What follows belongs to an exercise in optimizing a design on an open flow for small area, a short achievable clock period and few clock cycles per item; a production flow would make more cautious choices. Function was checked by simulation only, so behaviour that the tests miss may differ from the original.

==> module meteor_flt, before the edit <==
module meteor_flt (
    input  wire        clk,
    input  wire        rst,           
    input  wire        load,
    input  wire [31:0] load_coef,
    input  wire        in_valid,
    output wire        in_ready,
    input  wire [31:0] in_re,
    input  wire [31:0] in_im,
    output reg         out_valid,
    input  wire        out_ready,
    output wire [31:0] out_re,
    output wire [31:0] out_im
);
    reg        sA, sB, sC;
    reg        ld;                    
    reg [31:0] x_re, x_im;
    reg [31:0] acc_re, acc_im;
    reg        c_sgn, c_zero, c_inf, c_nan;
    reg [10:0] c_exp;
    reg [22:0] c_frac;
    reg [47:0] p_s, p_c;
    reg [10:0] p_exp;
    reg        p_sgn, p_nan, p_inf, p_zero;
    reg        p_sub;                 
    wire stall = (sB || sC) && p_sub;
    wire adv = !(out_valid && !out_ready);
    wire go  = adv && !stall;
    assign in_ready = !sA && !ld && go;
    wire take_smp = in_ready && in_valid && !load;
    wire take_ld  = in_ready && load;
    assign out_re = acc_re;
    assign out_im = acc_im;
    wire [31:0] s1_x = sB ? x_im : x_re;
    wire [31:0] s1_a = sB ? acc_im : acc_re;
    wire        d_sgn, d_zero, d_inf, d_nan;
    wire [10:0] d_exp;
    wire [23:0] d_sig;
    wire        d_rup;
    fp_add_n u_sub (
        .a(s1_x), .b({~s1_a[31], s1_a[30:0]}),
        .n_sgn(d_sgn), .n_exp(d_exp), .n_sig(d_sig), .n_rup(d_rup),
        .n_zero(d_zero), .n_inf(d_inf), .n_nan(d_nan));
    wire [47:0] m_s, m_c;
    mul24cs u_mul (.a({1'b1, c_frac}), .b(d_sig), .r(d_rup), .s(m_s), .c(m_c));
    wire t_nan  = c_nan | d_nan | (c_zero & d_inf) | (c_inf & d_zero);
    wire t_inf  = c_inf | d_inf;
    wire t_zero = c_zero | d_zero;
    wire [10:0] t_exp = c_exp + d_exp - 11'd127;
    wire        t_low = t_exp[10] || t_exp == 11'd0;
    wire        t_uf  = t_exp[10] && (t_exp < 11'h7e7);         
    wire        t_sub = !t_nan && !t_inf && !t_zero && t_low && !t_uf;
    wire [31:0] s2_a = sC ? acc_im : acc_re;
    wire [31:0] t;
    fp_mul_round u_rnd (
        .ps(p_s), .pc(p_c), .e_pre(p_exp), .sgn(p_sgn),
        .t_nan(p_nan), .t_inf(p_inf), .t_zero(p_zero), .y(t));
    wire [47:0] q;
    wire [10:0] e_q;
    fp_mul_denorm u_dn (.ps(p_s), .pc(p_c), .e_pre(p_exp), .q(q), .e_q(e_q));
    wire [31:0] sum;
    fp_add u_add (.a(s2_a), .b(t), .y(sum));
    wire [7:0]  lc_e = x_re[30:23];
    wire [22:0] lc_f = x_re[22:0];
    wire [5:0]  lc_lz;
    lzc32 u_clz (.x({lc_f, 9'h1ff}), .n(lc_lz));
    wire        lc_sub = (lc_e == 8'd0);
    wire [22:0] lc_fn  = lc_sub ? (lc_f << (lc_lz[4:0] + 5'd1)) : lc_f;
    wire [10:0] lc_en  = lc_sub ? (11'd0 - {6'd0, lc_lz[4:0]}) : {3'd0, lc_e};
    always @(posedge clk) begin
        if (rst) begin
            sA        <= 1'b0;
            sB        <= 1'b0;
            sC        <= 1'b0;
            p_sub     <= 1'b0;
            ld        <= 1'b0;
            out_valid <= 1'b0;
            acc_re    <= 32'd0;
            acc_im    <= 32'd0;
            c_sgn     <= 1'b0;
            c_zero    <= 1'b1;
            c_inf     <= 1'b0;
            c_nan     <= 1'b0;
            c_exp     <= 11'd0;
            c_frac    <= 23'd0;
        end else begin
            if (take_smp) begin
                x_re <= in_re;
                x_im <= in_im;
            end else if (take_ld) begin
                x_re <= load_coef;
            end
            if (take_ld)
                ld <= 1'b1;
            if (adv && stall) begin
                if (out_ready)
                    out_valid <= 1'b0;
                p_s   <= q;
                p_c   <= 48'd0;
                p_exp <= e_q;
                p_sub <= (e_q != 11'd1);
            end
            if (go) begin
                sA <= take_smp;
                sB <= sA;
                sC <= sB;
                out_valid <= sC;
                p_s    <= m_s;
                p_c    <= m_c;
                p_exp  <= t_exp;
                p_sgn  <= c_sgn ^ d_sgn;
                p_nan  <= t_nan;
                p_inf  <= t_inf;
                p_zero <= t_zero | t_uf;
                p_sub  <= t_sub;
                if (sB)
                    acc_re <= sum;
                if (sC)
                    acc_im <= sum;
                if (ld && !sB && !sC) begin
                    ld     <= 1'b0;
                    acc_re <= 32'd0;
                    acc_im <= 32'd0;
                    c_sgn  <= x_re[31];
                    c_zero <= (x_re[30:0] == 31'd0);
                    c_inf  <= (lc_e == 8'hff) && (lc_f == 23'd0);
                    c_nan  <= (lc_e == 8'hff) && (lc_f != 23'd0);
                    c_exp  <= lc_en;
                    c_frac <= lc_fn;
                end
            end
        end
    end
endmodule
clock: 18.0 ns
lec_check: 0
abc_area: 1
cap_margin: 20
core_margin: 2
core_utilization: 40
setup_slack_margin: 4
slew_margin: 20
run.sh (not shown) runs the stock make flow with config.mk's settings and CLKGATE_MAP_FILE= SYNTH_SCRIPT=/design/flow/synth_recipe.tcl, a recipe that flattens the netlist after the stock synthesis.
Testbench counts at the start, summed over its fixed seeds: cycles 8,224, items 4,096.
Rerun with:
--- a/flow/design.v
+++ b/flow/design.v
@@ -617,12 +617,13 @@
     output wire [31:0] out_re,
     output wire [31:0] out_im
 );
     reg        sA, sB, sC;
     reg        ld;                    
-    reg [31:0] x_re, x_im;
+    reg [31:0] x_im;                  
     reg [31:0] acc_re, acc_im;
+    reg [31:0] s1_x, s1_a;
     reg        c_sgn, c_zero, c_inf, c_nan;
     reg [10:0] c_exp;
     reg [22:0] c_frac;
     reg [47:0] p_s, p_c;
     reg [10:0] p_exp;
@@ -634,12 +635,10 @@
     assign in_ready = !sA && !ld && go;
     wire take_smp = in_ready && in_valid && !load;
     wire take_ld  = in_ready && load;
     assign out_re = acc_re;
     assign out_im = acc_im;
-    wire [31:0] s1_x = sB ? x_im : x_re;
-    wire [31:0] s1_a = sB ? acc_im : acc_re;
     wire        d_sgn, d_zero, d_inf, d_nan;
     wire [10:0] d_exp;
     wire [23:0] d_sig;
     wire        d_rup;
     fp_add_n u_sub (
@@ -663,12 +662,12 @@
     wire [47:0] q;
     wire [10:0] e_q;
     fp_mul_denorm u_dn (.ps(p_s), .pc(p_c), .e_pre(p_exp), .q(q), .e_q(e_q));
     wire [31:0] sum;
     fp_add u_add (.a(s2_a), .b(t), .y(sum));
-    wire [7:0]  lc_e = x_re[30:23];
-    wire [22:0] lc_f = x_re[22:0];
+    wire [7:0]  lc_e = s1_x[30:23];
+    wire [22:0] lc_f = s1_x[22:0];
     wire [5:0]  lc_lz;
     lzc32 u_clz (.x({lc_f, 9'h1ff}), .n(lc_lz));
     wire        lc_sub = (lc_e == 8'd0);
     wire [22:0] lc_fn  = lc_sub ? (lc_f << (lc_lz[4:0] + 5'd1)) : lc_f;
     wire [10:0] lc_en  = lc_sub ? (11'd0 - {6'd0, lc_lz[4:0]}) : {3'd0, lc_e};
@@ -688,15 +687,19 @@
             c_nan     <= 1'b0;
             c_exp     <= 11'd0;
             c_frac    <= 23'd0;
         end else begin
             if (take_smp) begin
-                x_re <= in_re;
+                s1_x <= in_re;
                 x_im <= in_im;
             end else if (take_ld) begin
-                x_re <= load_coef;
+                s1_x <= load_coef;
+            end else if (go && sA) begin
+                s1_x <= x_im;
             end
+            if (go)
+                s1_a <= (take_smp ? sB : sC) ? sum : take_smp ? acc_re : acc_im;
             if (take_ld)
                 ld <= 1'b1;
             if (adv && stall) begin
                 if (out_ready)
                     out_valid <= 1'b0;
@@ -724,12 +727,12 @@
                     acc_im <= sum;
                 if (ld && !sB && !sC) begin
                     ld     <= 1'b0;
                     acc_re <= 32'd0;
                     acc_im <= 32'd0;
-                    c_sgn  <= x_re[31];
-                    c_zero <= (x_re[30:0] == 31'd0);
+                    c_sgn  <= s1_x[31];
+                    c_zero <= (s1_x[30:0] == 31'd0);
                     c_inf  <= (lc_e == 8'hff) && (lc_f == 23'd0);
                     c_nan  <= (lc_e == 8'hff) && (lc_f != 23'd0);
                     c_exp  <= lc_en;
                     c_frac <= lc_fn;
                 end
After rerunning:
- count of clock-buffer cells in the layout rose by 5
- setup slack gets better by 0.026 ns
- non-clock buffer count shrinks by 40
- register-to-register slack gets better by 0.03 ns
- cell count is about the same
- area after synthesis falls by about 0.37%
- hold slack hardly moves
Testbench counts after the change, summed over its fixed seeds: cycles 8,224, items 4,096.

[afterwards: timing with drivers on the ports]
Ports are ideal in the flow. The routed layouts listed here were re-timed in OpenROAD.
Step 1, drivers: a clkbuf_16 drives clk and a buf_2 each remaining input, both assumed.
Step 2, shift: input delay + t, output delay - t, t = (earliest + latest rising clock arrival at the registers) / 2. This alone moves slack from input paths to output paths.
a / b / c = ideal ports / drivers / drivers and shift; a / b = the first two.
run	t (ns)	slack for setup (ns)	latest minus earliest clock arrival (ns)	slew at the worst register clock pin (ns)	worst data-port slew with drivers (ns)
the first run	0.653	4.502 / 4.502 / 4.502	0.038 / 0.037	0.08 / 0.08	0.06
the second run	0.675	4.528 / 4.528 / 4.528	0.034 / 0.035	0.07 / 0.07	0.07
After both steps setup and hold are still met in every run listed.
